From an optimization exercise on the open Yosys and OpenROAD flow, aimed at small area, a short achievable clock period and few clock cycles; shortcuts taken in it are not production practice. Where RTL was checked, it was by simulation tests only, not by an equivalence proof against the original. The RTL of runs 1 and 2 was laid out without a check of its function. Power and IR drop assume default switching activity.

File: flow/run.sh
#!/bin/bash
# Standard layout (the standard.sh), with two changes to how it is made:
# the port buffers are buf_2 cells instead of the default pick, and the
# timing repair steps aim for a large setup margin so that they size and
# buffer the paths that set the achieved period. The SDC is unchanged.
export BUFFER_PORTS_ARGS="-buffer_cell sky130_fd_sc_hd__buf_2"
export SETUP_SLACK_MARGIN=18.75
bash standard.sh > standard.log 2>&1
File: standard.sh
#!/bin/bash
# synth_recipe.tcl (not shown) runs the flow's synth.tcl, then flattens the netlist and writes it again
# the make line also repeats each setting of config.mk as NAME=value (left out here)
make -C /OpenROAD-flow-scripts/flow DESIGN_CONFIG=/design/flow/config.mk WORK_HOME=/design/flow/orfs CLKGATE_MAP_FILE= SYNTH_SCRIPT=/design/flow/synth_recipe.tcl "${@:-finish}"
File: config.mk
export PLATFORM = sky130hd
export DESIGN_NAME = mpd_engine
export DESIGN_NICKNAME = mpd_engine
export VERILOG_FILES = /design/flow/design.v
export SDC_FILE = /design/flow/constraint.sdc
export NUM_CORES = 4
export LEC_CHECK = 0
export CAP_MARGIN = 20
export CORE_MARGIN = 2
export CORE_UTILIZATION = 60
export CTS_BUF_LIST = sky130_fd_sc_hd__clkbuf_8
export CTS_CLUSTER_DIAMETER = 50
export CTS_CLUSTER_SIZE = 16
export SLEW_MARGIN = 20
File: constraint.sdc
create_clock -name core_clock -period 25.0 [get_ports {clk}]
set_input_delay 5.0000 -clock core_clock [delete_from_list [all_inputs] [get_ports {clk}]]
set_output_delay 5.0000 -clock core_clock [all_outputs]
set_load 0.01 [all_outputs]
File: design.v
module mpd_engine (
    input  wire        clk,
    input  wire        rst,           
    input  wire        cmd_valid,
    output wire        cmd_ready,
    input  wire [31:0] cmd_data,
    output reg         gpio_valid,
    input  wire        gpio_ready,
    output wire [31:0] gpio_addr,
    output reg  [31:0] gpio_data,
    output reg         rsp_valid,
    output reg  [3:0]  rsp_err,
    output reg  [31:0] rsp_result,
    output wire [15:0] rsp_bus,
    output reg  [1:0]  rsp_rot,
    output wire [4:0]  rsp_devcnt
);
    localparam [3:0] E_OK      = 4'd0;
    localparam [3:0] E_ILLEGAL = 4'd1;
    localparam [3:0] E_WIDTH   = 4'd2;
    localparam [3:0] E_PIN     = 4'd3;
    localparam [3:0] E_DUP     = 4'd4;
    localparam [3:0] E_CTRL    = 4'd5;
    localparam [3:0] E_ROT     = 4'd7;
    localparam [3:0] E_OOB     = 4'd9;
    localparam [3:0] E_NOTCFG  = 4'd10;
    localparam [3:0] E_DEV     = 4'd12;
    localparam [3:0] E_FULL    = 4'd13;
    localparam [3:0] E_FATAL   = 4'd14;
    localparam [3:0] M_IDLE  = 4'd0;    
    localparam [3:0] M_TX    = 4'd1;    
    localparam [3:0] M_DRAIN = 4'd2;    
    localparam [3:0] M_W1    = 4'd3;    
    localparam [3:0] M_PIN   = 4'd4;    
    localparam [3:0] M_DEV   = 4'd5;    
    localparam [3:0] M_BUILD = 4'd6;    
    localparam [3:0] M_ROT   = 4'd7;    
    localparam [3:0] M_BHDR  = 4'd8;    
    localparam [3:0] M_XLO   = 4'd9;    
    localparam [2:0] Q_CSA = 3'd0;
    localparam [2:0] Q_DCC = 3'd1;
    localparam [2:0] Q_DCD = 3'd2;
    localparam [2:0] Q_WRD = 3'd3;
    localparam [2:0] Q_SET = 3'd4;
    localparam [2:0] Q_CLR = 3'd5;
    localparam [2:0] Q_WRA = 3'd6;
    localparam [2:0] Q_CSD = 3'd7;
    integer i;
    reg         cr;              
    reg         iv;              
    reg  [31:0] w;
    reg  [3:0]  mst;
    reg         pend;            
    reg  [2:0]  sq;
    reg         txc, txd, srcc, dtx;
    reg  [15:0] rem;             
    reg  [1:0]  k;               
    reg  [2:0]  g;               
    reg  [7:0]  sp [0:10];
    reg  [10:0] sv;
    reg  [3:0]  hc;
    reg  [2:0]  spol;            
    reg  [7:0]  ip [0:10];
    reg  [2:0]  ipol;
    reg  [6:0]  gmask;           
    reg  [2:0]  ng;
    reg         bus_ready, bus_fatal, last_valid;
    reg  [7:0]  last_byte;
    reg         bmd, bmc, bpin, bdup;
    reg  [11:0] dp [0:7];
    reg  [2:0]  hd;
    reg  [3:0]  devcnt;
    reg         xfk;             
    reg  [2:0]  xc;              
    reg  [1:0]  xe;              
    reg         rstd;            
    reg  [5:0]  res;             
    reg  [2:0]  gg;
    reg         gclr;
    assign cmd_ready  = cr;
    assign gpio_addr  = {4'b0101, 17'd0, gg, 4'd0, 1'b1, gclr, 2'b00};
    assign rsp_bus    = {last_byte, 1'b0, ng, 1'b0, last_valid, bus_fatal, bus_ready};
    assign rsp_devcnt = {1'b0, devcnt};
    wire [3:0] op   = w[31:28];
    wire       act  = (mst == M_IDLE) && iv && !pend;
    wire       free = !gpio_valid || gpio_ready;
    wire tx_legal = (w[25:24] == 2'b00) && (w[27] || (w[23:16] == 8'd0)) &&
                    (w[26] || (w[15:0] == 16'd0));
    wire tx_ok    = tx_legal && !bus_fatal && bus_ready;
    wire start_tx = (mst == M_IDLE) && iv && (op == 4'h3) && tx_ok;
    wire pin_legal = (w[22:8] == 15'd0) && (w[27:24] <= 4'd10) &&
                     !((w[27:24] <= 4'd7) && w[23]);
    wire reg_legal = (w[27:13] == 15'd0);
    wire reg_full  = devcnt[3];
    wire sxf_legal = (w[27:20] == 8'd0) && (w[15:6] == 10'd0) && !w[3];
    wire sxf_devok = !w[19] && ({1'b0, w[18:16]} < devcnt);
    wire keep0 = ((op == 4'h1) && pin_legal) || (op == 4'h4) ||
                 ((op == 4'h9) && reg_legal && !reg_full) ||
                 ((op == 4'hA) && sxf_legal && sxf_devok);
    wire pin_go = (((act && (op == 4'h1) && pin_legal)) || (mst == M_PIN)) &&
                  (hc == w[27:24]);
    wire [2:0] dev_tgt = (op == 4'h9) ? devcnt[2:0] : w[18:16];
    wire dev_go = ((act && (((op == 4'h9) && reg_legal && !reg_full) ||
                            ((op == 4'hA) && sxf_legal && sxf_devok))) ||
                   (mst == M_DEV)) && (hd == dev_tgt);
    reg [11:0] dev_new;
    always @(*) begin
        dev_new = dp[0];
        if (op == 4'h9)
            dev_new = w[11:0];
        else case (w[5:4])
            2'd0: dev_new[2:0]  = w[2:0];
            2'd1: dev_new[5:3]  = w[2:0];
            2'd2: dev_new[8:6]  = w[2:0];
            default: dev_new[11:9] = w[2:0];
        endcase
    end
    wire [2:0] esq  = (mst == M_TX) ? sq : Q_CSA;
    wire       want = start_tx || ((mst == M_TX) && ((sq != Q_WRD) || srcc || iv));
    reg  [7:0] cbyte;
    always @(*) begin
        case (k)
            2'd0: cbyte = w[7:0];
            2'd1: cbyte = w[15:8];
            2'd2: cbyte = w[23:16];
            default: cbyte = w[31:24];
        endcase
    end
    wire changed = !last_valid || (last_byte != cbyte);
    reg  [6:0] gab;
    reg  [2:0] first_g, next_g;
    always @(*) begin
        for (i = 0; i < 7; i = i + 1)
            gab[i] = gmask[i] && (i > g);
        first_g = 3'd0;
        next_g  = 3'd0;
        for (i = 6; i >= 0; i = i - 1) begin
            if (gmask[i]) first_g = i[2:0];
            if (gab[i])   next_g  = i[2:0];
        end
    end
    wire has_next = |gab;
    reg  [7:0] cpin;
    reg        cpol, cact;
    always @(*) begin
        case (esq)
            Q_CSA:   begin cpin = ip[8];  cpol = ipol[0]; cact = 1'b1; end
            Q_CSD:   begin cpin = ip[8];  cpol = ipol[0]; cact = 1'b0; end
            Q_DCC:   begin cpin = ip[9];  cpol = ipol[1]; cact = 1'b0; end
            Q_DCD:   begin cpin = ip[9];  cpol = ipol[1]; cact = 1'b1; end
            Q_WRA:   begin cpin = ip[10]; cpol = ipol[2]; cact = 1'b1; end
            default: begin cpin = ip[10]; cpol = ipol[2]; cact = 1'b0; end
        endcase
    end
    wire isdata = (esq == Q_SET) || (esq == Q_CLR);
    reg [31:0] dmask;
    always @(*) begin
        dmask = 32'd0;
        for (i = 0; i < 8; i = i + 1)
            if ((ip[i][7:5] == g) && (last_byte[i] ^ (esq == Q_CLR)))
                dmask = dmask | (32'd1 << ip[i][4:0]);
    end
    wire [31:0] n_gd   = isdata ? dmask : (32'd1 << cpin[4:0]);
    wire [2:0]  n_gg   = isdata ? g : cpin[7:5];
    wire        n_gclr = isdata ? (esq == Q_CLR) : (cpol ^ cact);
    reg       rbit;
    always @(*) begin
        rbit = 1'b0;
        for (i = 0; i < 27; i = i + 1)
            if (rem[4:0] == i[4:0]) rbit = w[i];
    end
    wire [6:0] rt    = {res, rbit};
    wire [7:0] rstep = (rt >= 7'd45) ? {1'b0, rt - 7'd45} : {1'b0, rt};
    wire [5:0] rinit = w[27] ? 6'd44 : 6'd0;
    reg  [2:0] xcode;
    always @(*) begin
        if (mst == M_XLO)
            xcode = xc;
        else if (xfk) begin
            case (rsp_rot)
                2'd0: xcode = dp[0][2:0];
                2'd1: xcode = dp[0][5:3];
                2'd2: xcode = dp[0][8:6];
                default: xcode = dp[0][11:9];
            endcase
        end else begin
            case (rsp_rot)
                2'd0: xcode = 3'b000;
                2'd1: xcode = 3'b110;
                2'd2: xcode = 3'b011;
                default: xcode = 3'b101;
            endcase
        end
    end
    wire        xph   = (mst == M_XLO);
    wire        xsub  = xph ? xcode[0] : xcode[1];
    wire [15:0] xop   = (xcode[2] ^ xph) ? w[15:0] : w[31:16];
    wire [15:0] xcon  = ((xfk && rsp_rot[0]) ^ xph) ? 16'd319 : 16'd479;
    wire [15:0] xout  = xsub ? xcon - xop : xop;
    wire        x_ge480 = (w[31:25] != 7'd0) || (w[24] & w[23] & w[22] & w[21]);
    wire        x_ge320 = (w[31:25] != 7'd0) || (w[24] & (w[23] | w[22]));
    wire        y_ge480 = (w[15:9] != 7'd0)  || (w[8] & w[7] & w[6] & w[5]);
    wire        y_ge320 = (w[15:9] != 7'd0)  || (w[8] & (w[7] | w[6]));
    wire        mp_oob  = rsp_rot[0] ? (x_ge320 || y_ge480) : (x_ge480 || y_ge320);
    wire        w1_go   = (mst == M_W1) && iv && (!xfk || (xe != 2'd0) || (hd == g));
    wire        w1_hi   = w1_go && (xe == 2'd0) && !(!xfk && mp_oob);
    wire       sc_md  = !sv[0] && !hc[3];
    wire       sc_mc  = !sv[0] && hc[3];
    wire       sc_pin = (sp[0] >= 8'd200);
    wire       sc_dup = (sp[0] == sp[1]) || (sp[0] == sp[2]) || (sp[0] == sp[3]) ||
                        (sp[0] == sp[4]) || (sp[0] == sp[5]);
    wire       f_md   = bmd  || sc_md;
    wire       f_mc   = bmc  || sc_mc;
    wire       f_pin  = bpin || sc_pin;
    wire       f_dup  = bdup || sc_dup;
    wire [3:0] b_err  = f_md ? E_WIDTH : f_mc ? E_CTRL : f_pin ? E_PIN :
                        f_dup ? E_DUP : E_OK;
    wire       sc_new = !hc[3] && (sp[0][7:5] != 3'd7) && !gmask[sp[0][7:5]];
    wire drain_last = ((dtx ? (w[15:3] == 13'd0) : (w[31:3] == 29'd0)) &&
                       !(w[2] && (w[1] || w[0])));
    wire [5:0] dhi    = w[7:2] - {5'd0, (k == 2'd0)};
    wire [7:0] dbyte  = (k == 2'd0) ? {dhi, w[1:0]} : (w[7:0] - {7'd0, srcc});
    wire       dbout  = (k == 2'd0) ? (w[7:2] == 6'd0) : (srcc && (w[7:0] == 8'd0));
    wire       dtx_legal = (w[25:24] == 2'b00) && (w[27] || (w[23:16] == 8'd0)) && w[26];
    wire       dstep  = (mst == M_DRAIN) && iv && !((k == 2'd0) && drain_last);
    reg  [3:0]  n_mst;
    reg         n_pend, n_rv;
    reg  [3:0]  n_err;
    reg  [2:0]  n_sq;
    reg         n_txc, n_txd, n_srcc, n_dtx;
    reg  [15:0] n_rem;
    reg  [1:0]  n_k;
    reg  [2:0]  n_g;
    reg  [6:0]  n_gmask;
    reg  [2:0]  n_ng;
    reg         n_ready, n_fatal, n_lvalid;
    reg  [7:0]  n_lbyte;
    reg         n_bmd, n_bmc, n_bpin, n_bdup;
    reg  [3:0]  n_devcnt;
    reg         n_xfk;
    reg  [2:0]  n_xc;
    reg  [31:0] n_result;
    reg  [1:0]  n_rot;
    reg  [1:0]  n_xe;
    reg         rel;             
    always @(*) begin
        n_mst    = mst;
        n_pend   = 1'b0;
        n_rv     = 1'b0;
        n_err    = E_OK;
        n_sq     = sq;
        n_txc    = txc;
        n_txd    = txd;
        n_srcc   = srcc;
        n_dtx    = dtx;
        n_rem    = rem;
        n_k      = k;
        n_g      = g;
        n_gmask  = gmask;
        n_ng     = ng;
        n_ready  = bus_ready;
        n_fatal  = bus_fatal;
        n_lvalid = last_valid;
        n_lbyte  = last_byte;
        n_bmd    = bmd;
        n_bmc    = bmc;
        n_bpin   = bpin;
        n_bdup   = bdup;
        n_devcnt = devcnt;
        n_xfk    = xfk;
        n_xc     = xc;
        n_result = rsp_result;
        n_rot    = rsp_rot;
        n_xe     = xe;
        rel      = 1'b0;
        if (pend) begin
            n_rv  = 1'b1;
            n_err = E_OK;
        end
        if (want) begin
            case (esq)
                Q_CSA: begin
                    n_mst = M_TX;
                    n_txc = w[27];
                    n_txd = w[26];
                    n_rem = w[15:0];
                    n_sq  = w[27] ? Q_DCC : (w[26] ? Q_DCD : Q_CSD);
                    if (!w[27]) rel = 1'b1;
                end
                Q_DCC: begin
                    n_srcc = 1'b1;
                    n_k    = 2'd2;
                    n_sq   = Q_WRD;
                end
                Q_DCD: begin
                    n_srcc = 1'b0;
                    n_k    = 2'd0;
                    n_sq   = (rem == 16'd0) ? Q_CSD : Q_WRD;
                end
                Q_WRD: begin
                    n_lvalid = 1'b1;
                    n_lbyte  = cbyte;
                    n_g      = first_g;
                    n_sq     = changed ? Q_SET : Q_WRA;
                    if (!srcc) begin
                        n_rem = rem - 16'd1;
                        n_k   = k + 2'd1;
                    end
                    if (srcc || (k == 2'd3) || (rem == 16'd1)) rel = 1'b1;
                end
                Q_SET: n_sq = Q_CLR;
                Q_CLR: begin
                    n_g  = next_g;
                    n_sq = has_next ? Q_SET : Q_WRA;
                end
                Q_WRA: begin
                    if (srcc)
                        n_sq = txd ? Q_DCD : Q_CSD;
                    else
                        n_sq = (rem == 16'd0) ? Q_CSD : Q_WRD;
                end
                default: begin  
                    n_mst  = M_IDLE;
                    n_pend = 1'b1;
                end
            endcase
        end
        if (act) begin
            case (op)
                4'h1: begin  
                    if (!pin_legal) begin
                        n_rv = 1'b1; n_err = E_ILLEGAL; rel = 1'b1;
                    end else if (!pin_go)
                        n_mst = M_PIN;
                end
                4'h2: begin  
                    rel = 1'b1;
                    if (w[27:0] != 28'd0) begin
                        n_rv = 1'b1; n_err = E_ILLEGAL;
                    end else if (bus_fatal) begin
                        n_rv = 1'b1; n_err = E_FATAL;
                    end else begin
                        n_mst   = M_BUILD;
                        n_rem   = 16'd10;
                        n_bmd   = 1'b0;
                        n_bmc   = 1'b0;
                        n_bpin  = 1'b0;
                        n_bdup  = 1'b0;
                        n_gmask = 7'd0;
                        n_ng    = 3'd0;
                    end
                end
                4'h3: begin  
                    if (!tx_ok) begin
                        rel   = 1'b1;
                        n_err = !tx_legal ? E_ILLEGAL : bus_fatal ? E_FATAL : E_NOTCFG;
                        if (w[15:0] == 16'd0)
                            n_rv = 1'b1;
                        else begin
                            n_mst = M_DRAIN;
                            n_dtx = 1'b1;
                            n_k   = 2'd0;
                        end
                    end
                end
                4'h4: begin  
                    n_mst = M_ROT;
                    n_rem = 16'd26;
                end
                4'h5: begin  
                    rel  = 1'b1;
                    n_rv = 1'b1;
                    if (w[27:0] != 28'd0)
                        n_err = E_ILLEGAL;
                    else begin
                        n_err = E_OK;
                        case (rsp_rot)
                            2'd0: n_result = 32'd0;
                            2'd1: n_result = 32'd90;
                            2'd2: n_result = 32'd180;
                            default: n_result = 32'd270;
                        endcase
                    end
                end
                4'h9: begin  
                    if (!reg_legal) begin
                        n_rv = 1'b1; n_err = E_ILLEGAL; rel = 1'b1;
                    end else if (reg_full) begin
                        n_rv = 1'b1; n_err = E_FULL; rel = 1'b1;
                    end else if (!dev_go)
                        n_mst = M_DEV;
                end
                4'hA: begin  
                    if (!sxf_legal) begin
                        n_rv = 1'b1; n_err = E_ILLEGAL; rel = 1'b1;
                    end else if (!sxf_devok) begin
                        n_rv = 1'b1; n_err = E_DEV; rel = 1'b1;
                    end else if (!dev_go)
                        n_mst = M_DEV;
                end
                4'hB: begin  
                    rel   = 1'b1;
                    n_mst = M_W1;
                    n_xfk = 1'b1;
                    n_g   = w[18:16];
                    n_xe  = ((w[27:20] != 8'd0) || (w[15:0] != 16'd0)) ? 2'd1 :
                            (w[19] || ({1'b0, w[18:16]} >= devcnt)) ? 2'd2 : 2'd0;
                end
                4'hC: begin  
                    rel   = 1'b1;
                    n_mst = M_W1;
                    n_xfk = 1'b0;
                    n_xe  = (w[27:0] != 28'd0) ? 2'd1 : 2'd0;
                end
                4'h6: begin  
                    rel   = 1'b1;
                    n_mst = M_W1;
                    n_xfk = 1'b0;
                    n_xe  = 2'd1;
                end
                4'hD: begin  
                    rel   = 1'b1;
                    n_mst = M_BHDR;
                    n_rem = 16'd2;
                end
                4'h3: ;
                default: begin
                    rel  = 1'b1;
                    n_rv = 1'b1; n_err = E_ILLEGAL;
                end
            endcase
        end
        if (pin_go) begin
            rel   = 1'b1;
            n_mst = M_IDLE;
            n_rv  = 1'b1; n_err = E_OK;
        end
        if (dev_go) begin
            rel   = 1'b1;
            n_mst = M_IDLE;
            n_rv  = 1'b1; n_err = E_OK;
            if (op == 4'h9) begin
                n_devcnt = devcnt + 4'd1;
                n_result = {29'd0, devcnt[2:0]};
            end
        end
        case (mst)
            M_BUILD: begin
                n_bmd  = f_md;
                n_bmc  = f_mc;
                n_bpin = f_pin;
                n_bdup = f_dup;
                if (sc_new) begin
                    n_gmask[sp[0][7:5]] = 1'b1;
                    n_ng = ng + 3'd1;
                end
                n_rem = rem - 16'd1;
                if (rem[3:0] == 4'd0) begin
                    n_mst    = M_IDLE;
                    n_rv     = 1'b1;
                    n_err    = b_err;
                    n_lvalid = 1'b0;
                    n_lbyte  = 8'd0;
                    if (b_err != E_OK) begin
                        n_ready = 1'b0;
                        n_fatal = 1'b1;
                        n_ng    = 3'd0;
                    end else
                        n_ready = 1'b1;
                end
            end
            M_ROT: begin
                n_rem = rem - 16'd1;
                if (rem[4:0] == 5'd0) begin
                    rel   = 1'b1;
                    n_mst = M_IDLE;
                    n_rv  = 1'b1;
                    if ((rstep == 8'd0) && !w[0]) begin
                        n_err = E_OK;
                        n_rot = w[2:1];
                    end else
                        n_err = E_ROT;
                end
            end
            M_W1: begin
                if (w1_hi) begin
                    n_mst = M_XLO;
                    n_xc  = xcode;
                    n_result[31:16] = xout;
                end else if (w1_go) begin
                    rel   = 1'b1;
                    n_mst = M_IDLE;
                    n_rv  = 1'b1;
                    n_err = (xe == 2'd1) ? E_ILLEGAL : (xe == 2'd2) ? E_DEV : E_OOB;
                end
            end
            M_XLO: begin
                rel   = 1'b1;
                n_mst = M_IDLE;
                n_rv  = 1'b1;
                n_result[15:0] = xout;
            end
            M_BHDR: begin
                if (iv) begin
                    rel = 1'b1;
                    if (rem[1:0] != 2'd0)
                        n_rem = rem - 16'd1;
                    else begin
                        n_err = E_ILLEGAL;
                        if (w == 32'd0) begin
                            n_mst = M_IDLE;
                            n_rv  = 1'b1;
                        end else begin
                            n_mst = M_DRAIN;
                            n_dtx = 1'b0;
                            n_k   = 2'd0;
                        end
                    end
                end
            end
            M_DRAIN: begin
                if (iv) begin
                    if ((k == 2'd0) && drain_last) begin
                        rel   = 1'b1;
                        n_mst = M_IDLE;
                        n_rv  = 1'b1;
                        n_err = !dtx ? E_ILLEGAL : !dtx_legal ? E_ILLEGAL :
                                bus_fatal ? E_FATAL : E_NOTCFG;
                    end else begin
                        n_k    = k + 2'd1;
                        n_srcc = dbout;
                        if (k == 2'd3) rel = 1'b1;
                    end
                end
            end
            default: ;
        endcase
    end
    wire n_iv = cr ? cmd_valid : !(free && rel);
    always @(posedge clk) begin
        if (cr && (mst != M_DRAIN))
            w <= cmd_data;
        else if (dstep)
            w <= {dbyte, w[31:8]};
        for (i = 0; i < 10; i = i + 1)
            sp[i] <= sp[i + 1];
        sp[10] <= pin_go ? w[7:0] : sp[0];
        if (act && (op == 4'h1) && pin_legal && w[27])
            spol[w[25:24]] <= w[23];
        for (i = 0; i < 7; i = i + 1)
            dp[i] <= dp[i + 1];
        dp[7] <= dev_go ? dev_new : dp[0];
        if (mst == M_BUILD) begin
            for (i = 0; i < 11; i = i + 1)
                if (hc == i[3:0]) ip[i] <= sp[0];
            if (rem[3:0] == 4'd0)
                ipol <= spol;
        end
        res <= (mst == M_ROT) ? rstep[5:0] : rinit;
        if (free) begin
            gpio_data <= n_gd;
            gg        <= n_gg;
            gclr      <= n_gclr;
            sq        <= n_sq;
            txc       <= n_txc;
            txd       <= n_txd;
            srcc      <= n_srcc;
            dtx       <= n_dtx;
            rem       <= n_rem;
            k         <= n_k;
            g         <= n_g;
            gmask     <= n_gmask;
            bmd       <= n_bmd;
            bmc       <= n_bmc;
            bpin      <= n_bpin;
            bdup      <= n_bdup;
            xfk       <= n_xfk;
            xc        <= n_xc;
            xe        <= n_xe;
        end
        rsp_err <= n_err;
        rstd    <= rst;
    end
    always @(posedge clk) begin
        if (rst) begin
            cr         <= 1'b1;
            iv         <= 1'b0;
            rsp_valid  <= 1'b0;
            gpio_valid <= 1'b0;
            mst        <= M_IDLE;
            pend       <= 1'b0;
        end else begin
            cr <= !n_iv;
            iv <= n_iv;
            rsp_valid <= free && n_rv;
            if (free) begin
                gpio_valid <= want;
                mst        <= n_mst;
                pend       <= n_pend;
            end
        end
    end
    always @(posedge clk) begin
        if (rstd) begin
            sv         <= 11'd0;
            hc         <= 4'd0;
            hd         <= 3'd0;
            devcnt     <= 4'd0;
            bus_ready  <= 1'b0;
            bus_fatal  <= 1'b0;
            last_valid <= 1'b0;
            last_byte  <= 8'd0;
            ng         <= 3'd0;
            rsp_rot    <= 2'd0;
            rsp_result <= 32'd0;
        end else begin
            sv <= {pin_go || sv[0], sv[10:1]};
            hc <= (hc == 4'd10) ? 4'd0 : hc + 4'd1;
            hd <= hd + 3'd1;
            if (free) begin
                devcnt     <= n_devcnt;
                bus_ready  <= n_ready;
                bus_fatal  <= n_fatal;
                last_valid <= n_lvalid;
                last_byte  <= n_lbyte;
                ng         <= n_ng;
                rsp_rot    <= n_rot;
                rsp_result <= n_result;
            end
        end
    end
endmodule
==> notes.md, run 1 <==
worst-margin pin slew: 1180 ps
mean post-synth cell area: 9.81 um^2
Synth cell types: 103
vias: 20400
Yosys warning count: 4
Via density: 6.81
FF+latch count, synth: 479
Cell Area, Synth: 23500 um^2
Initial Utilization: 0.607
grt total ovfl: 0
Final Worst Setup Slack: 18750 ps
type of the tightest min-delay check: flop to flop
WL/cell: 26.7 um
Async S/R FF share, synth: 0
Setup crit start kind: flop
Core ar.: 38600 um^2
top sig layer: met4
Clock Latency Late Sink: 710 ps
Leakage Power: 9.72 nW
antenna violations before repair: 3
VDD IR-drop max: 0.0812 mV
nets: 2530
CTS tree: done
post-route clock period utilization: 0.250
Root Driver: clkbuf_8
Die Height: 202 um
Crit Path Max Fanout: 3
final hold vios: 0
Yosys top cell by area: edfxtp_1
die area: 40700 um^2
Arrival @ worst endpoint: 1250 ps
Routed WL: 80000 um
mux share of post-synthesis cell area: 0.0324
Routed Antenna Nets: 0
cts bufs inserted: 44
worst slack, placed: 17360 ps
Peak Freq: 160 MHz
drt initial violations: 2915
Worst slew margin: 0.210
Synth top area share: 0.262
WL met3: 10400 um
Worst Skew: 76.8 ps
DP HPWL: 58100 um
Post-synth EDFFs: 205
# IOs: 162
Synth Area in XOR/XNOR: 0.0489
Post-synth top flop: dfxtp_1
M1 WL: 31500 um
CP Capture Type: primary output
critical path required time: 20000 ps
# hold bufs at CTS: 0
Layout fillers: 2980
adder-cell share of the synthesized area: 0.0227
Cells after Synth: 2392
Buffers on Ports: 130
Area growth, synth to finish: 7.80%
chip width: 202 um
layout cell share with drive strength beyond 1: 0.144
gr usage total: 0.385
pin count of the biggest net entering global routing: 59
CP bufs+invs: 1
WL met2: 34200 um
Post-Synth Simple-Gate Area: 0.168
WS Path Type: flop to primary output
P per Cell Area: 91.0 nW/um^2
RSZ-0062 raised after global routing: yes
MaxCap Viol Count: 0
CTS clock-pin slew for the worst setup and hold paths: 100 ps
Total Negative Setup Slacks: 0 ps
Critical Path Max Stage Delay: 400 ps
routability congestion estimate: 0.997
cell family with most CP delay: flip-flops
CP max stage cell: dfxtp_1
Pre-antenna DRT Iters: 8
worst-path cell chain: buf_2
H-tree depth: 2
Setup-failing EPs final: 0
fin. max-slew vios: 0
crit path time final: 6250 ps
first-pass GRT wire length: 119000 um
Synth area leaders: edfxtp_1, dfxtp_1, o22ai_1
outcome: timing/DRC/antenna clean
# rows: 72
CTS max path bufs: 3
clock sink total: 479
combinational family with the most area after synthesis: compound AO/OA/AOI/OAI gates
Seq/Total Area, Yosys: 0.496
drc violations: 0
vias in the first global route: 19500
Synth Area in Compound Gates: 0.179
-- cell type report --
type | instances | area (um^2) | share of cell area
Antenna cell | 1 | 2.50 | 0.0000989
Clock buffer | 44 | 606 | 0.0239
Clock inverter | 30 | 298 | 0.0118
Inverter | 77 | 303 | 0.0120
Multi-Input combinational cell | 1677 | 10700 | 0.424
Sequential cell | 479 | 11700 | 0.463
Tap cell | 518 | 648 | 0.0256
Timing Repair Buffer | 173 | 1020 | 0.0403
-- state kept, by name, summed over array words and instances (netlist names), 4 cells and up, named ones only --
name,cells
dp,96
ip,88
sp,88
gpio_data,32
rsp_result,32
w,32
rem,16
sv,11
last_byte,8
gmask,7
res,6
devcnt,4
hc,4
mst,4
rsp_err,4
-- Yosys cell counts (32+ instances only) --
cell      count
a21oi_1     113
buf_4        38
clkbuf_1    116
dfxtp_1     274
edfxtp_1    205
ha_1         41
inv_1        75
mux2_2       37
nand2_1     185
nand2b_1     32
nand3_1      52
nor2_1      197
nor2b_1      56
nor3_1       80
o21ai_0      90
o22ai_1     132
xnor2_1      86
xor2_1       45
-- path summary, 6_finish.rpt --
check	startpoint	to	slack (ps)	cells after the start
setup / recovery	rsp_result[4]	rsp_result[4]	18750	1
hold / removal	dp[1][10]	dp[0][10]	280	0
setup reg to reg	rem[0]	rsp_err[1]	19750	16
hold reg to reg	dp[1][10]	dp[0][10]	280	0
-- layer usage --
metal  track usage  vias to the layer above
met5             0                        -
met4         0.187                        0
met3        0.0938                      306
met2         0.572                     1531
met1         0.528                     9688
li1              -                     8893
-- cells by family (layout without fill, tap and decap cells) --
family	Yosys count	after routing
and+or+nand+nor	787	787
other	2	32
adders and majority gates	42	42
muxes	70	70
DFF	479	479
buffers and inverters	265	324
xor gates and xnor gates	131	131
AOI/OAI and AO/OA	616	616
-- placed cells by master (no fill, tap or decap), types with 17 or more instances in the layout --
cell type    n
a211oi_1    18
inv_1       83
buf_4       39
ha_1        41
edfxtp_1   205
clkbuf_8    44
nor4_1      30
mux2i_1     31
nand2_1    184
o21ai_0     90
mux2_2      37
o22ai_1    132
nor3_1      80
nor2b_1     56
nand2b_1    32
or3_1       20
dfxtp_1    251
a22oi_1     27
nand4_1     23
or4_1       17
a31oi_1     22
nor2_1     196
nand3_1     52
xor2_1      45
and2_1      20
a21oi_1    113
conb_1      31
o221ai_1    19
or2_2       18
buf_2      129
xnor2_1     86
-- power by group --
part	total [mW]	internal (mW)	switching, mW	leakage [nW]
sequential	1.06	0.906	0.158	4.48
clock	0.490	0.200	0.291	0.492
combinational	0.747	0.275	0.472	4.75
-- through the flow --
stage / utilization / power, mW / instances / instance area [um^2] / hold WS (ps)
4_1_cts: 0.653 / 2.26 / 2996 / 25200 / 314
3_3_place_gp: 0.627 / 1.75 / 2917 / 24200 / 310
2_1_floorplan: - / 1.52 / 2421 / 23600 / 310
6_report: 0.655 / 2.30 / 2999 / 25300 / 278
5_1_grt: 0.655 / 2.38 / 2999 / 25300 / 327
3_5_place_dp: 0.627 / 1.78 / 2917 / 24200 / 312
-- timing repair --
| item | in CTS | in global routing |
|---|---|---|
| gates resized for setup | 38 | 6 |
| endpoints found under the setup margin | 111 | 13 |
| buffers inserted | 5 | 0 |
==> run 2, diff against run 1 <==
--- a/design.v
+++ b/design.v
@@ -129,2 +129,6 @@
     wire changed = !last_valid || (last_byte != cbyte);
+    reg  lbv, chg;
+    wire wrd_ready = (mst == M_TX) && (sq == Q_WRD) && (srcc || iv);
+    wire lb_take   = wrd_ready && !lbv;
+    wire chg_now   = lbv ? chg : changed;
     reg  [6:0] gab;
@@ -235,4 +239,3 @@
     reg  [2:0]  n_ng;
-    reg         n_ready, n_fatal, n_lvalid;
-    reg  [7:0]  n_lbyte;
+    reg         n_ready, n_fatal;
     reg         n_bmd, n_bmc, n_bpin, n_bdup;
@@ -262,4 +265,2 @@
         n_fatal  = bus_fatal;
-        n_lvalid = last_valid;
-        n_lbyte  = last_byte;
         n_bmd    = bmd;
@@ -300,6 +301,4 @@
                 Q_WRD: begin
-                    n_lvalid = 1'b1;
-                    n_lbyte  = cbyte;
                     n_g      = first_g;
-                    n_sq     = changed ? Q_SET : Q_WRA;
+                    n_sq     = chg_now ? Q_SET : Q_WRA;
                     if (!srcc) begin
@@ -461,4 +460,2 @@
                     n_err    = b_err;
-                    n_lvalid = 1'b0;
-                    n_lbyte  = 8'd0;
                     if (b_err != E_OK) begin
@@ -610,4 +607,2 @@
             bus_fatal  <= 1'b0;
-            last_valid <= 1'b0;
-            last_byte  <= 8'd0;
             ng         <= 3'd0;
@@ -623,4 +618,2 @@
                 bus_fatal  <= n_fatal;
-                last_valid <= n_lvalid;
-                last_byte  <= n_lbyte;
                 ng         <= n_ng;
@@ -631,2 +624,19 @@
     end
+    always @(posedge clk) begin
+        if (rstd || ((mst == M_BUILD) && (rem[3:0] == 4'd0))) begin
+            last_valid <= 1'b0;
+            last_byte  <= 8'd0;
+        end else if (lb_take) begin
+            last_valid <= 1'b1;
+            last_byte  <= cbyte;
+        end
+        if (lb_take)
+            chg <= changed;
+        if (rst)
+            lbv <= 1'b0;
+        else if (free && want && (esq == Q_WRD))
+            lbv <= 1'b0;
+        else if (lb_take)
+            lbv <= 1'b1;
+    end
 endmodule
==> run 2 against run 1 <==
Still clean on timing, DRC and antenna. Sequential share of layout area is 0.30 points lower. Worst setup slack worse by 4.5 ps. Register-to-register slack got worse by 110 ps. Combinational power is 13% higher. Non-clock buffer count is 2 higher. Sequential cell count up 2. Maximum frequency barely moved. Synthesized cell count up 1.6%. Clock-buffer cell count grew 4. Via count rose by 1.2%. Total power up 8.0%. Area after synthesis increased by 0.30%. Critical endpoint is now gpio_data[10]. Largest power group unchanged. Highest routed layer is now met5.
==> notes.md, run 2 <==
Worst Skew: 45.2 ps (-31.6 ps)
Total Negative Setup Slacks: 0 ps (unchanged)
Post-synth top flop: dfxtp_1
# IOs: 162 (unchanged)
Synth top area share: 0.263 (+0.000481)
dpl cells: 2955 (+1.3%)
FF+latch count, synth: 481 (+0.42%)
routability congestion estimate: 1.06 (+6.1%)
Routed WL: 80400 um (+0.54%)
Crit Path Max Fanout: 1 (-2)
DP HPWL: 57400 um (-1.3%)
H-tree depth: 2 (unchanged)
antenna violations before repair: 3 (unchanged)
chip width: 202 um (+0.15%)
Arrival @ worst endpoint: 1260 ps (about the same)
Regs by FF count: dp: 96 flops, ip: 88 flops, sp: 88 flops
Via density: 6.77 (-0.63%)
Post-synth EDFFs: 206 (+0.49%)
Seq/Total Area, Yosys: 0.497 (+0.000623)
Die Height: 202 um (+0.15%)
pin count of the biggest net entering global routing: 53 (-10%)
top-count cell post-synth: dfxtp_1
Endpoint, Worst Hold: dp[2][6]
hold path startpoint: dp[3][6]
die area: 40800 um^2 (+0.30%)
Yosys top cell by area: edfxtp_1
WS Path Type: flop to primary output
CP bufs+invs: 1 (unchanged)
hold path cells: 0 (unchanged)
commonest cells after routing, fill and taps aside: dfxtp_1, nor2_1, edfxtp_1, nand2_1, buf_2
post-route clock period utilization: 0.250 (about the same)
Top reg by flops: dp
cts bufs inserted: 47 (+6.8%)
Critical Path Max Stage Delay: 420 ps (+20 ps)
FF-to-FF End: rsp_err[0]
fin. max-slew vios: 0 (unchanged)
gr usage total: 0.388 (+0.00306)
crit path time final: 6260 ps (+4.50 ps)
Setup crit start kind: flop
first-pass GRT wire length: 119000 um (+0.76%)
Core ar.: 38600 um^2 (unchanged)
cell family with most CP delay: flip-flops
worst-path cell chain: buf_2
worst-margin pin slew: 1270 ps (+85.2 ps)
Post-synth top cells: dfxtp_1, nor2_1, edfxtp_1, nand2_1, clkbuf_1
commonest non-fill, non-tap cell in the layout: dfxtp_1
cells on worst reg2reg path: 18 (+2)
Cells after Synth: 2431 (+1.6%)
Cell Area, Synth: 23500 um^2 (+0.30%)
Pre-antenna DRT Iters: 10 (+2)
Synth area leaders: edfxtp_1, dfxtp_1, nor2_1
Peak Freq: 160 MHz (about the same)
outcome: timing/DRC/antenna clean
Initial Utilization: 0.609 (+0.00185)
vias in the first global route: 19600 (+0.46%)
nets: 2578 (+1.9%)
Yosys warning count: 4 (unchanged)
CP Capture Type: primary output
CTS clock-pin slew for the worst setup and hold paths: 90 ps (about the same)
mean post-synth cell area: 9.68 um^2 (-1.3%)
# rows: 72 (unchanged)
Area growth, synth to finish: 8.79%
vias: 20700 (+1.2%)
CP max stage cell: edfxtp_1
Synth cell types: 85 (-17%)
VDD IR-drop max: 0.107 mV (+32%)
final hold vios: 0 (unchanged)
Finished Core Util: 0.663 (+0.00800)
type of the tightest min-delay check: flop to flop
CTS tree: done
RR Startpoint: rem[0]
Root Driver: clkbuf_8
R2R setup slack: 19640 ps (-110 ps)
grt total ovfl: 0 (unchanged)
Setup-failing EPs final: 0 (unchanged)
RSZ-0062 raised after global routing: yes
clock sink total: 481 (+0.42%)
non-filler cells in the finished layout: 3055 (+1.9%)
drt initial violations: 2770 (-5.0%)
MaxCap Viol Count: 0 (unchanged)
max FFs per register: 96 (unchanged)
Leakage Power: 9.64 nW (-0.91%)
Worst slew margin: 0.156 (-0.0539)
layout cell share with drive strength beyond 1: 0.134 (-0.00943)
Clock Latency Late Sink: 690 ps (-20 ps)
P per Cell Area: 97.1 nW/um^2 (+6.7%)
WL/cell: 26.3 um (-1.3%)
CTS max path bufs: 3 (unchanged)
Async S/R FF share, synth: 0 (unchanged)
critical path required time: 20000 ps (about the same)
worst slack, placed: 17440 ps (+85.1 ps)
hold slack final: 328 ps (+50.5 ps)
drc violations: 0 (unchanged)
Routed Antenna Nets: 0 (unchanged)
Final Worst Setup Slack: 18740 ps (-4.50 ps)
Buffers on Ports: 130 (unchanged)
==> run 2: cell types whose count changed in the layout (fill, tap and decap cells not counted), moves of 14 or more <==
cell      change
nand2_1      +14
xor2_1       +14
a22o_1       +14
o21ai_0      +14
a211oi_1     +15
o22ai_1      -36
nor2_1       +42
==> run 2: cell families after synthesis <==
logic type | share of synthesized area
AOI/OAI and AO/OA | 0.174
muxes | 0.0326
xor gates and xnor gates | 0.0506
other | 0.000319
adders and majority gates | 0.0226
buffers and inverters | 0.0462
DFF | 0.497
and+or+nand+nor | 0.177
==> run 2: what timing repair did <==
action | 4_1_cts | 5_1_grt
gates resized for setup | 45 | 11
endpoints found under the hold margin | 0 | 0
hold buffers | 0 | 0
buffers inserted | 7 | 6
pin swaps | 0 | 0
endpoints found under the setup margin | 104 | 28
==> run 2: per-layer routing <==
layer,part of all wire,track usage,up-vias
met5,0.00016,0,-
met4,0.070,0.233,2
met3,0.11,0.0790,367
met2,0.45,0.610,1544
met1,0.37,0.496,9741
li1,-,-,9015
==> run 2: power by group <==
group	internal [mW]	switching, mW	total (mW)	leakage [nW]
logic	0.312	0.529	0.841	4.60
registers	0.926	0.208	1.13	4.50
clock network	0.220	0.291	0.511	0.534
==> run 2: final cells by class <==
cell class                      instances  area (um^2)
Antenna cell                            2         5.00
Inverter                               69          275
Multi-Input combinational cell       1726        10900
Clock inverter                         36          313
Tap cell                              518          648
Fill cell                            3020        13000
Clock buffer                           48          661
Sequential cell                       481        11800
Timing Repair Buffer                  175         1030
==> run 2: worst max path at each step <==
stage / depth (start not counted) / start / to
final: 1 / gpio_data[10] / gpio_data[10]
after floorplan: 4 / gpio_ready / dtx
after global placement: 9 / gpio_ready / ng[0]
after CTS: 1 / gpio_data[10] / gpio_data[10]
after detailed placement: 9 / gpio_ready / ng[0]
after global routing: 1 / gpio_data[10] / gpio_data[10]
==> run 2: per-stage QoR <==
| step | total power, mW | instance area, um^2 |
|---|---|---|
| floorplan | 1.63 | 23700 |
| detailed placement | 1.94 | 24400 |
| finish | 2.49 | 25600 |
| global placement | 1.91 | 24400 |
| CTS | 2.44 | 25500 |
| global route | 2.58 | 25600 |
==> run 3, diff against run 2 <==
--- a/design.v
+++ b/design.v
@@ -564,3 +564,2 @@
             srcc      <= n_srcc;
-            dtx       <= n_dtx;
             rem       <= n_rem;
@@ -568,11 +567,12 @@
             g         <= n_g;
-            gmask     <= n_gmask;
-            bmd       <= n_bmd;
-            bmc       <= n_bmc;
-            bpin      <= n_bpin;
-            bdup      <= n_bdup;
-            xfk       <= n_xfk;
-            xc        <= n_xc;
-            xe        <= n_xe;
         end
+        gmask <= n_gmask;
+        bmd   <= n_bmd;
+        bmc   <= n_bmc;
+        bpin  <= n_bpin;
+        bdup  <= n_bdup;
+        xfk   <= n_xfk;
+        xc    <= n_xc;
+        xe    <= n_xe;
+        dtx   <= n_dtx;
         rsp_err <= n_err;
@@ -614,10 +614,8 @@
             hd <= hd + 3'd1;
-            if (free) begin
-                devcnt     <= n_devcnt;
-                bus_ready  <= n_ready;
-                bus_fatal  <= n_fatal;
-                ng         <= n_ng;
-                rsp_rot    <= n_rot;
-                rsp_result <= n_result;
-            end
+            devcnt     <= n_devcnt;
+            bus_ready  <= n_ready;
+            bus_fatal  <= n_fatal;
+            ng         <= n_ng;
+            rsp_rot    <= n_rot;
+            rsp_result <= n_result;
         end
--- a/config.mk
+++ b/config.mk
@@ -9,6 +9,6 @@
 export CORE_MARGIN = 2
-export CORE_UTILIZATION = 60
+export CORE_UTILIZATION = 65
 export CTS_BUF_LIST = sky130_fd_sc_hd__clkbuf_8
 export CTS_CLUSTER_DIAMETER = 50
-export CTS_CLUSTER_SIZE = 16
+export CTS_CLUSTER_SIZE = 14
 export SLEW_MARGIN = 20
==> run 3 against run 2 <==
Cell count shrank 3.4%. Synthesized cell count shrank 1.2%. Combinational power shrank 14%. Non-clock buffer count shrank 13. Via count grew 2.1%. Sequential cell count is the same. Worst setup slack gained 4.9 ps. Worst hold slack is essentially flat. Die area shrank 8.2%. Critical path depth is the same. Global-route usage grew 4.6 points.
==> notes.md, run 3 <==
outcome: timing/DRC/antenna clean
RSZ-0062 raised after global routing: yes
CP bufs+invs: 1 (unchanged)
final hold vios: 0 (unchanged)
vias: 21100 (+2.1%)
Routed WL: 83700 um (+4.1%)
gr usage total: 0.434 (+0.0465)
clock sink total: 481 (unchanged)
cts bufs inserted: 46 (-2.1%)
Initial Utilization: 0.659 (+0.0497)
Setup-failing EPs final: 0 (unchanged)
first-pass GRT wire length: 123000 um (+3.4%)
Area growth, synth to finish: 7.14%
Buffers on Ports: 130 (unchanged)
Crit Path Max Fanout: 7 (+6)
Core ar.: 35500 um^2 (-8.2%)
hold path cells: 0 (unchanged)
Seq/Total Area, Yosys: 0.497 (about the same)
cell family with most CP delay: flip-flops
Synth top area share: 0.254 (-0.00842)
cells on worst reg2reg path: 14 (-4)
Routed Antenna Nets: 0 (unchanged)
RR Startpoint: rem[0]
Async S/R FF share, synth: 0 (unchanged)
WL/cell: 28.4 um (+7.8%)
Final Worst Setup Slack: 18750 ps (+4.90 ps)
H-tree depth: 2 (unchanged)
pin count of the biggest net entering global routing: 66 (+25%)
Via density: 7.15 (+5.7%)
vias in the first global route: 20400 (+4.3%)
worst-margin pin slew: 1220 ps (-45.9 ps)
Endpoint, Worst Hold: sp[6][4]
max FFs per register: 96 (unchanged)
# IOs: 162 (unchanged)
Pre-antenna DRT Iters: 7 (-3)
R2R setup slack: 20000 ps (+360 ps)
fin. max-slew vios: 0 (unchanged)
Top reg by flops: dp
Synth cell types: 102 (+20%)
drc violations: 0 (unchanged)
commonest non-fill, non-tap cell in the layout: dfxtp_1
mean post-synth cell area: 9.73 um^2 (+0.46%)
critical path required time: 20000 ps (about the same)
FF+latch count, synth: 481 (unchanged)
nets: 2537 (-1.6%)
Post-synth top cells: dfxtp_1, nor2_1, edfxtp_1, nand2_1, o22ai_1
crit path time final: 6250 ps (-4.90 ps)
Leakage Power: 9.49 nW (-1.6%)
WS Path Type: flop to primary output
worst slack, placed: 17980 ps (+542 ps)
hold path startpoint: sp[7][4]
Peak Freq: 160 MHz (about the same)
Arrival @ worst endpoint: 1250 ps (about the same)
Cells after Synth: 2403 (-1.2%)
Die Height: 194 um (-4.2%)
Post-synth EDFFs: 198 (-3.9%)
FF-to-FF End: rsp_err[0]
CTS clock-pin slew for the worst setup and hold paths: 90 ps (about the same)
die area: 37500 um^2 (-8.2%)
Worst Skew: 38.6 ps (-6.61 ps)
Yosys top cell by area: edfxtp_1
worst-path cell chain: buf_2
Regs by FF count: dp: 96 flops, ip: 88 flops, sp: 88 flops
Synth area leaders: edfxtp_1, dfxtp_1, nor2_1
antenna violations before repair: 2 (-1)
# hold bufs at CTS: 0 (unchanged)
Critical Path Max Stage Delay: 430 ps (about the same)
CTS max path bufs: 3 (unchanged)
type of the tightest min-delay check: flop to flop
DP HPWL: 58300 um (+1.6%)
Worst slew margin: 0.185 (+0.0290)
CP Capture Type: primary output
top-count cell post-synth: dfxtp_1
MaxCap Viol Count: 0 (unchanged)
P per Cell Area: 91.5 nW/um^2 (-5.8%)
commonest cells after routing, fill and taps aside: dfxtp_1, nor2_1, edfxtp_1, nand2_1, buf_2
Yosys warning count: 4 (unchanged)
chip width: 194 um (-4.2%)
Post-synth top flop: dfxtp_1
Cell Area, Synth: 23400 um^2 (-0.70%)
Setup crit start kind: flop
layout cell share with drive strength beyond 1: 0.128 (-0.00631)
CTS tree: done
routability congestion estimate: 1.03 (-2.5%)
Total Negative Setup Slacks: 0 ps (unchanged)
Root Driver: clkbuf_8
drt initial violations: 3102 (+12%)
grt total ovfl: 0 (unchanged)
# rows: 69 (-4.2%)
post-route clock period utilization: 0.250 (about the same)
CP max stage cell: dfxtp_4
VDD IR-drop max: 0.130 mV (+22%)
Clock Latency Late Sink: 670 ps (-20 ps)
-- run 3: kinds of logic after synthesis --
logic type	after synthesis	share of synthesized area
and+or+nand+nor	814	0.173
AOI/OAI and AO/OA	588	0.170
DFF	481	0.497
buffers and inverters	260	0.0492
xor gates and xnor gates	132	0.0495
muxes	84	0.0383
adders and majority gates	42	0.0228
other	2	0.000321
-- run 3: stage by stage --
| step | util | instances | power [mW] | cell area [um^2] | hold slack [ps] |
|---|---|---|---|---|---|
| floorplan | - | 2432 | 1.52 | 23500 | 310 |
| global placement | 0.678 | 2865 | 1.72 | 24000 | 310 |
| detailed placement | 0.678 | 2866 | 1.76 | 24100 | 312 |
| CTS | 0.704 | 2944 | 2.24 | 25000 | 329 |
| global route | 0.706 | 2949 | 2.36 | 25000 | 334 |
| finish | 0.706 | 2951 | 2.29 | 25000 | 328 |
-- run 3: worst max path at each step --
stage,start,to,slack [ps],cells past startpoint
detailed placement,gpio_ready,mst[1],17980,5
global route,gpio_data[16],gpio_data[16],18720,1
finish,rsp_rot[0],rsp_rot[0],18750,1
global placement,gpio_ready,mst[1],18100,5
CTS,rsp_rot[0],rsp_rot[0],18680,1
floorplan,gpio_ready,mst[1],18920,5
-- run 3: cell type report --
cell class | instances | area, um^2
timing repair buffer | 162 | 886
clock buffer | 46 | 633
clock inverter | 31 | 245
inverter | 77 | 302
multi-input combinational | 1691 | 10700
sequential | 481 | 11700
antenna | 2 | 5.00
fill | 2397 | 10400
tap | 461 | 577
-- run 3: layer usage --
layer,global-route usage,share of wire,vias to the layer above
met3,0.108,0.12,503
li1,-,-,8856
met4,0.336,0.094,2
met1,0.503,0.33,9908
met5,0,0.00016,-
met2,0.694,0.45,1829
-- run 3: power breakdown --
part | total, mW | switching [mW] | internal (mW)
sequential | 1.09 | 0.183 | 0.903
clock | 0.480 | 0.287 | 0.192
combinational | 0.725 | 0.462 | 0.263
-- run 3: what timing repair did --
action,CTS,global route
gates cloned,0,0
endpoints found under the setup margin,25,9
setup buffers,1,4
resized for setup,30,4
Testbench counts of run 3, summed over its fixed seeds: cycles 187,409.
==> run 4, diff against run 3 <==
--- a/design.v
+++ b/design.v
@@ -36,2 +36,3 @@
     localparam [3:0] M_BUILD = 4'd6;    
+    localparam [3:0] M_BSCAN = 4'd10;   
     localparam [3:0] M_ROT   = 4'd7;    
@@ -222,2 +223,4 @@
     wire       sc_new = !hc[3] && (sp[0][7:5] != 3'd7) && !gmask[sp[0][7:5]];
+    wire       bscan  = ((mst == M_BUILD) && (hc == 4'd0)) || (mst == M_BSCAN);
+    wire       bfin   = (mst == M_BSCAN) && (hc == 4'd10);
     wire drain_last = ((dtx ? (w[15:3] == 13'd0) : (w[31:3] == 29'd0)) &&
@@ -342,3 +345,2 @@
                         n_mst   = M_BUILD;
-                        n_rem   = 16'd10;
                         n_bmd   = 1'b0;
@@ -422,3 +424,3 @@
                     n_mst = M_BHDR;
-                    n_rem = 16'd2;
+                    n_k   = 2'd2;
                 end
@@ -446,3 +448,4 @@
         case (mst)
-            M_BUILD: begin
+            M_BUILD, M_BSCAN: if (bscan) begin
+                n_mst  = M_BSCAN;
                 n_bmd  = f_md;
@@ -455,4 +458,3 @@
                 end
-                n_rem = rem - 16'd1;
-                if (rem[3:0] == 4'd0) begin
+                if (bfin) begin
                     n_mst    = M_IDLE;
@@ -502,4 +504,4 @@
                     rel = 1'b1;
-                    if (rem[1:0] != 2'd0)
-                        n_rem = rem - 16'd1;
+                    if (k != 2'd0)
+                        n_k = k - 2'd1;
                     else begin
@@ -549,6 +551,6 @@
         dp[7] <= dev_go ? dev_new : dp[0];
-        if (mst == M_BUILD) begin
+        if (bscan) begin
             for (i = 0; i < 11; i = i + 1)
                 if (hc == i[3:0]) ip[i] <= sp[0];
-            if (rem[3:0] == 4'd0)
+            if (bfin)
                 ipol <= spol;
@@ -623,3 +625,3 @@
     always @(posedge clk) begin
-        if (rstd || ((mst == M_BUILD) && (rem[3:0] == 4'd0))) begin
+        if (rstd || bfin) begin
             last_valid <= 1'b0;
--- a/flow/run.sh
+++ b/flow/run.sh
@@ -6,3 +6,3 @@
 export BUFFER_PORTS_ARGS="-buffer_cell sky130_fd_sc_hd__buf_2"
-export SETUP_SLACK_MARGIN=18.75
+export SETUP_SLACK_MARGIN=18.6
 bash standard.sh > standard.log 2>&1
==> run 4 against run 3 <==
Cell count is 0.51% lower. Sequential power increased by 7%. Sequential share of layout area shrank 0.12 points. Worst setup slack lost 120 ps. Critical path type unchanged. Highest routed layer is now met4.
==> notes.md, run 4 <==
Seq/Total Area, Yosys: 0.497 (about the same)
# hold bufs at CTS: 0 (unchanged)
fin. max-slew vios: 0 (unchanged)
Cells after Synth: 2388 (-0.62%)
combinational family with the most area after synthesis: compound AO/OA/AOI/OAI gates
max FFs per register: 96 (unchanged)
# IOs: 162 (unchanged)
dpl cells: 2857 (-0.31%)
register area: 11600 um^2 (-0.77%)
met1 Use GR: 0.555 (+0.0519)
Root Driver: clkbuf_8
final hold vios: 0 (unchanged)
hold path cells: 0 (unchanged)
GRT busiest layer: met2
Post-synth top flop: dfxtp_1
antenna violations before repair: 1 (-1)
GR Layer Usage met3: 0.109 (+0.00146)
P per Cell Area: 102 nW/um^2 (+11%)
Worst slew margin: 0.268 (+0.0826)
cell family with most CP delay: flip-flops
chip width: 193 um (-0.20%)
Top reg by flops: dp
cts bufs inserted: 45 (-2.2%)
Die Height: 193 um (-0.20%)
Leakage Power: 9.21 nW (-2.9%)
Routed Antenna Nets: 0 (unchanged)
Area growth, synth to finish: 7.03%
Synth area leaders: edfxtp_1, dfxtp_1, nor2_1
Post-synth EDFFs: 194 (-2.0%)
CTS clock-pin slew for the worst setup and hold paths: 100 ps (about the same)
RSZ-0062 raised after global routing: no
top-count cell post-synth: dfxtp_1
crit path time final: 6380 ps (+123 ps)
CTS max path bufs: 3 (unchanged)
Endpoint, Worst Hold: dp[4][7]
RR Startpoint: rem[0]
Async S/R FF share, synth: 0 (unchanged)
M2 GR Usage: 0.642 (-0.0521)
type of the tightest min-delay check: flop to flop
vias: 20700 (-2.1%)
fin area: 24900 um^2 (-0.51%)
clock sink total: 481 (unchanged)
DP Area: 24000 um^2 (-0.18%)
H-tree depth: 2 (unchanged)
critical path required time: 20000 ps (about the same)
Post-Synth Simple-Gate Area: 0.176 (+0.00265)
Setup crit start kind: flop
routability congestion estimate: 1.02 (-0.98%)
Routed WL: 80000 um (-4.4%)
outcome: timing/DRC/antenna clean
nets: 2519 (-0.71%)
FF-to-FF End: rsp_err[1]
WL/cell: 27.3 um (-3.9%)
commonest non-fill, non-tap cell in the layout: dfxtp_1
Buffers on Ports: 130 (unchanged)
worst-path cell chain: buf_2
adder-cell share of the synthesized area: 0.0218 (-0.000981)
cells on worst reg2reg path: 17 (+3)
Arrival @ worst endpoint: 1380 ps (+130 ps)
Yosys warning count: 4 (unchanged)
MaxCap Viol Count: 0 (unchanged)
drc violations: 0 (unchanged)
drt initial violations: 3156 (+1.7%)
area occupied by multi-input gates: 10800 um^2 (+0.42%)
VDD IR-drop max: 0.105 mV (-20%)
non-filler cells in the finished layout: 2936 (-0.51%)
post-route clock period utilization: 0.255 (+0.00494)
CP max stage cell: dfxtp_1
Post-synth top cells: dfxtp_1, nor2_1, edfxtp_1, nand2_1, a21oi_1
Pre-antenna DRT Iters: 11 (+4)
Core ar.: 35400 um^2 (-0.24%)
Synth Area in Compound Gates: 0.180 (+0.00947)
mux share of post-synthesis cell area: 0.0314 (-0.00683)
Yosys top cell by area: edfxtp_1
Synth Area in XOR/XNOR: 0.0478 (-0.00168)
Clock Latency Late Sink: 680 ps (about the same)
CTS tree: done
die area: 37300 um^2 (-0.40%)
R2R setup slack: 20160 ps (+160 ps)
Layout fillers: 2494 (+4.0%)
Peak Freq: 157 MHz (-1.9%)
Finished Core Util: 0.704 (-0.00192)
Total Negative Setup Slacks: 0 ps (unchanged)
Worst Skew: 25.5 ps (-13.1 ps)
pin count of the biggest net entering global routing: 59 (-11%)
hold path startpoint: dp[5][7]
Cell Area, Synth: 23300 um^2 (-0.41%)
Crit Path Max Fanout: 5 (-2)
FF+latch count, synth: 481 (unchanged)
vias in the first global route: 19900 (-2.4%)
Initial Utilization: 0.658 (-0.00112)
Via density: 7.04 (-1.6%)
DP HPWL: 58000 um (-0.57%)
worst-margin pin slew: 1100 ps (-125 ps)
Regs by FF count: dp: 96 flops, ip: 88 flops, sp: 88 flops
# rows: 69 (unchanged)
Setup-failing EPs final: 0 (unchanged)
CP bufs+invs: 1 (unchanged)
mean post-synth cell area: 9.75 um^2 (+0.21%)
commonest cells after routing, fill and taps aside: dfxtp_1, nor2_1, edfxtp_1, nand2_1, buf_2
Synth top area share: 0.250 (-0.00411)
first-pass GRT wire length: 120000 um (-2.4%)
hold slack final: 315 ps (-13.2 ps)
CP Capture Type: primary output
grt total ovfl: 0 (unchanged)
WS Path Type: flop to primary output
Synth cell types: 87 (-15%)
Critical Path Max Stage Delay: 500 ps (+70 ps)
layout cell share with drive strength beyond 1: 0.124 (-0.00408)
gr usage total: 0.419 (-0.0152)
-- run 4: changes by cell type in the layout (fill, tap and decap cells not counted), moves of 12 or more --
cell      change
nor2_1       -34
mux2i_1      -23
dfxtp_1      +18
a21oi_1      +16
dfxtp_4      -13
nor2b_1      +13
nand2_1      -12
nor3b_1      +12
o221ai_1     +12
-- run 4: final cells by class --
class	count	area share
flip-flops and latches	481	0.465
multi-input cells	1690	0.432
repair buffers	154	0.0333
clock buffers	46	0.0254
well taps	461	0.0232
inverters	71	0.0108
clock inverters	31	0.00994
diodes	2	0.000201
-- run 4: per-layer routing --
metal	wire, um	share of wire	up-vias
li1	-	-	8885
met4	4740	0.059	0
met2	35100	0.44	1651
met1	29900	0.37	9760
met5	0	0	-
met3	10300	0.13	366
-- run 4: repair_timing --
action	CTS	global route
resized for setup	3	2
pin swaps	0	0
setup buffers	0	0
setup endpoints to repair	3	2
-- run 4: report_power, final --
group / internal, mW / total [mW] / switching [mW] / leakage [nW]
Sequential: 0.943 / 1.17 / 0.229 / 4.25
Combinational: 0.320 / 0.877 / 0.557 / 4.45
Clock: 0.199 / 0.480 / 0.280 / 0.506
Total: 1.46 / 2.53 / 1.07 / 9.21
-- run 4: worst register-to-register path, delay by kind of cell, from the launching register on --
kind	cells	cell delay (ps)
flops	1	470
compound gates	8	2120
xor+xnor	1	270
fa+ha+maj	2	640
buf+inv	1	120
simple gates	5	1060
-- run 4: cell families after synthesis --
group | Yosys count
simple gates | 807
compound gates | 618
flops | 481
buf+inv | 246
xor+xnor | 127
mux | 67
fa+ha+maj | 40
other cells | 2
-- run 4: worst max-delay path by stage --
stage,from,slack (ps),cells past startpoint,to
2_1_floorplan,gpio_ready,18380,3,sq[0]
3_3_place_gp,gpio_ready,18330,5,sq[0]
3_5_place_dp,gpio_ready,18230,5,sq[1]
4_1_cts,cr,18620,1,cmd_ready
5_1_grt,last_byte[0],18620,1,rsp_bus[8]
6_report,last_byte[0],18620,1,rsp_bus[8]
-- run 4: stage by stage --
stage / total power, mW / setup slack [ps]
finish: 2.53 / 18620
detailed placement: 2.00 / 18230
floorplan: 1.68 / 18380
global route: 2.61 / 18620
CTS: 2.47 / 18620
global placement: 1.96 / 18330
Testbench counts of run 4, summed over its fixed seeds: cycles 187,449.
==> run 5, diff against run 4 <==
--- a/flow/run.sh
+++ b/flow/run.sh
@@ -6,3 +6,3 @@
 export BUFFER_PORTS_ARGS="-buffer_cell sky130_fd_sc_hd__buf_2"
-export SETUP_SLACK_MARGIN=18.6
+export SETUP_SLACK_MARGIN=18.75
 bash standard.sh > standard.log 2>&1
--- a/config.mk
+++ b/config.mk
@@ -9,3 +9,3 @@
 export CORE_MARGIN = 2
-export CORE_UTILIZATION = 65
+export CORE_UTILIZATION = 60
 export CTS_BUF_LIST = sky130_fd_sc_hd__clkbuf_8
==> run 5 against run 4 <==
Largest cell class unchanged. First-iteration DRC count is essentially flat. Sequential power is essentially flat. Worst hold slack gained 10 ps. Routed wire length is essentially flat.
==> notes.md, run 5 <==
Die Height: 201 um (+4.0%)
Leakage Power: 9.28 nW (+0.84%)
grt total ovfl: 0 (unchanged)
DP Area: 24100 um^2 (+0.23%)
Async S/R FF share, synth: 0 (unchanged)
CTS clock-pin slew for the worst setup and hold paths: 90 ps (about the same)
WS Path Type: flop to primary output
fin area: 25100 um^2 (+0.86%)
Sequential Power Share: 0.468 (+0.005)
Crit Path Max Fanout: 1 (-4)
R2R setup slack: 20040 ps (-120 ps)
Regs by FF count: dp: 96 flops, ip: 88 flops, sp: 88 flops
Critical Path Max Stage Delay: 410 ps (-90 ps)
final hold vios: 0 (unchanged)
Post-synth top flop: dfxtp_1
worst-margin pin slew: 1180 ps (+80.9 ps)
routability congestion estimate: 1.03 (+0.39%)
cts bufs inserted: 46 (+2.2%)
WL/cell: 26.7 um (-2.2%)
Yosys warning count: 4 (unchanged)
Synth cell types: 87 (unchanged)
outcome: timing/DRC/antenna clean
Post-synth EDFFs: 194 (unchanged)
die area: 40400 um^2 (+8.2%)
Peak Freq: 160 MHz (+2.0%)
P_int: 1.47 mW (+0.80%)
Finished Core Util: 0.653 (-0.0506)
Clock Latency Late Sink: 690 ps (about the same)
Worst slew margin: 0.216 (-0.0519)
Arrival @ worst endpoint: 1250 ps (-130 ps)
nets: 2526 (+0.28%)
top-count cell post-synth: dfxtp_1
Setup crit start kind: flop
post-route clock period utilization: 0.250 (-0.00496)
# rows: 72 (+4.3%)
crit path time final: 6250 ps (-124 ps)
hold slack final: 326 ps (+10.3 ps)
MaxCap Viol Count: 0 (unchanged)
CP bufs+invs: 1 (unchanged)
drc violations: 0 (unchanged)
Switch Pwr: 1.06 mW (-0.92%)
clock sink total: 481 (unchanged)
Via density: 6.78 (-3.7%)
Initial Utilization: 0.605 (-0.0525)
chip width: 201 um (+4.0%)
Core ar.: 38500 um^2 (+8.7%)
mean post-synth cell area: 9.75 um^2 (unchanged)
# hold bufs at CTS: 0 (unchanged)
logic gate share of total power: 0.335 (-0.012)
vias in the first global route: 19600 (-1.5%)
CTS tree: done
vias: 20300 (-1.6%)
VDD IR-drop max: 0.0737 mV (-30%)
RSZ-0062 raised after global routing: yes
Top reg by flops: dp
Pre-antenna DRT Iters: 10 (-1)
H-tree depth: 2 (unchanged)
Post-synth top cells: dfxtp_1, nor2_1, edfxtp_1, nand2_1, a21oi_1
Routed WL: 80000 um (about the same)
CTS max path bufs: 3 (unchanged)
layout cell share with drive strength beyond 1: 0.131 (+0.00766)
Root Driver: clkbuf_8
commonest non-fill, non-tap cell in the layout: dfxtp_1
antenna violations before repair: 4 (+3)
switching part of the total: 0.418 (-0.00418)
Setup-failing EPs final: 0 (unchanged)
Worst Skew: 42.1 ps (+16.6 ps)
pin count of the biggest net entering global routing: 59 (unchanged)
Total Negative Setup Slacks: 0 ps (unchanged)
commonest cells after routing, fill and taps aside: dfxtp_1, nor2_1, edfxtp_1, nand2_1, buf_2
cell family with most CP delay: flip-flops
drt initial violations: 3155 (-0.032%)
max FFs per register: 96 (unchanged)
Synth top area share: 0.250 (unchanged)
fin. max-slew vios: 0 (unchanged)
Final Power: 2.53 mW (about the same)
Area growth, synth to finish: 7.96%
Synth area leaders: edfxtp_1, dfxtp_1, nor2_1
Yosys top cell by area: edfxtp_1
gr usage total: 0.391 (-0.0284)
Cells after Synth: 2388 (unchanged)
# IOs: 162 (unchanged)
Buffers on Ports: 130 (unchanged)
CP max stage cell: edfxtp_1
P per Cell Area: 101 nW/um^2 (-0.78%)
worst-path cell chain: buf_2
FF+latch count, synth: 481 (unchanged)
first-pass GRT wire length: 120000 um (-0.57%)
critical path required time: 20000 ps (about the same)
CP Capture Type: primary output
type of the tightest min-delay check: flop to flop
DP HPWL: 57600 um (-0.59%)
Seq/Total Area, Yosys: 0.497 (unchanged)
Cell Area, Synth: 23300 um^2 (unchanged)
power share of the clock group: 0.197 (+0.007)
Routed Antenna Nets: 0 (unchanged)
==> run 5: changes by cell type in the layout (fill, tap and decap cells not counted), moves of 2 or more <==
cell / previous run / this run
dfxtp_1: 281 / 268
dfxtp_4: 1 / 14
clkinv_8: 3 / 1
buf_4: 24 / 31
inv_6: 5 / 2
inv_8: 1 / 4
==> run 5: area by class of cell <==
cell class	count	area, um^2
Clock inverter	32	289
Antenna cell	2	5.00
Clock buffer	47	647
Timing Repair Buffer	160	878
Tap cell	518	648
Sequential cell	481	11600
Inverter	71	270
Fill cell	2966	13300
Multi-Input combinational cell	1690	10800
==> run 5: worst paths after layout <==
kind | from | end | depth (start not counted)
hold reg to reg | dp[3][9] | dp[2][9] | 0
setup reg to reg | w[5] | rsp_err[1] | 15
setup / recovery | gg[2] | gpio_addr[10] | 1
hold / removal | dp[3][9] | dp[2][9] | 0
==> run 5: logic make-up after synthesis <==
kind of cell | count (synthesis) | share of synthesized area
mux | 67 | 0.0314
other cells | 2 | 0.000323
simple gates | 807 | 0.176
buf+inv | 246 | 0.0462
compound gates | 618 | 0.180
fa+ha+maj | 40 | 0.0218
xor+xnor | 127 | 0.0478
flops | 481 | 0.497
==> run 5: stage by stage <==
stage               worst slack [ps]  std cells
global route                   18720       2999
detailed placement             18230       2912
CTS                            18690       2998
finish                         18750       3001
global placement               18320       2912
floorplan                      18380       2417
==> run 5: layer usage <==
| metal | up-vias | track usage | wire [um] |
|---|---|---|---|
| met4 | 6 | 0.197 | 4320 |
| met2 | 1456 | 0.594 | 34900 |
| met3 | 314 | 0.109 | 10300 |
| met1 | 9681 | 0.513 | 30400 |
| met5 | - | 0 | 44 |
| li1 | 8878 | - | - |
==> run 5: what timing repair did <==
action,CTS,global route
gates resized for setup,30,2
gates cloned,0,0
setup endpoints to repair,19,5
setup buffers,7,1
==> run 5: power groups by stage <==
| stage | clock network (mW) | registers (mW) | logic (mW) |
|---|---|---|---|
| 6_report | 0.499 | 1.18 | 0.848 |
| 5_1_grt | 0.534 | 1.19 | 0.913 |
| 4_1_cts | 0.503 | 1.16 | 0.820 |
| 3_5_place_dp | 0 | 1.18 | 0.812 |
| 3_3_place_gp | 0 | 1.18 | 0.782 |
| 2_1_floorplan | 0 | 1.02 | 0.658 |

==> static timing again, ports no longer ideal <==
How much do the figures lean on ideal ports? The routed layouts below were timed once more, with nothing changed but the port constraints.
Step 1: set_driving_cell puts a clkbuf_16 on clk and a buf_2 on each other input, an assumption about the parent block.
Step 2 moves the port delays by t, midway between the first and last clock arrival at a register: inputs arrive t later, outputs are due t later. That takes back most of the time a late clock gives input paths.
Three values: ideal ports, drivers, drivers and shift; two values: the first two.
run	t, ns	slack for setup (ns)	hold WS [ns]	slew at the worst register clock pin (ns)	pins driven straight from the clock port
run 1	0.726	18.745 / 18.688 / 18.157	0.278 / 0.277 / 0.277	0.11 / 0.11	1
run 2	0.728	18.741 / 18.682 / 18.112	0.328 / 0.328 / 0.328	0.11 / 0.11	1
run 3	0.702	18.746 / 18.696 / 18.355	0.328 / 0.328 / 0.328	0.10 / 0.10	1
run 4	0.723	18.622 / 18.567 / 18.165	0.315 / 0.315 / 0.315	0.10 / 0.10	1
run 5	0.724	18.746 / 18.692 / 18.227	0.326 / 0.326 / 0.326	0.10 / 0.10	1
After both steps every run listed still meets setup and hold. For run 2, which loses most, drivers alone change the setup slack by -0.059 ns; drivers and shift together by -0.629 ns.
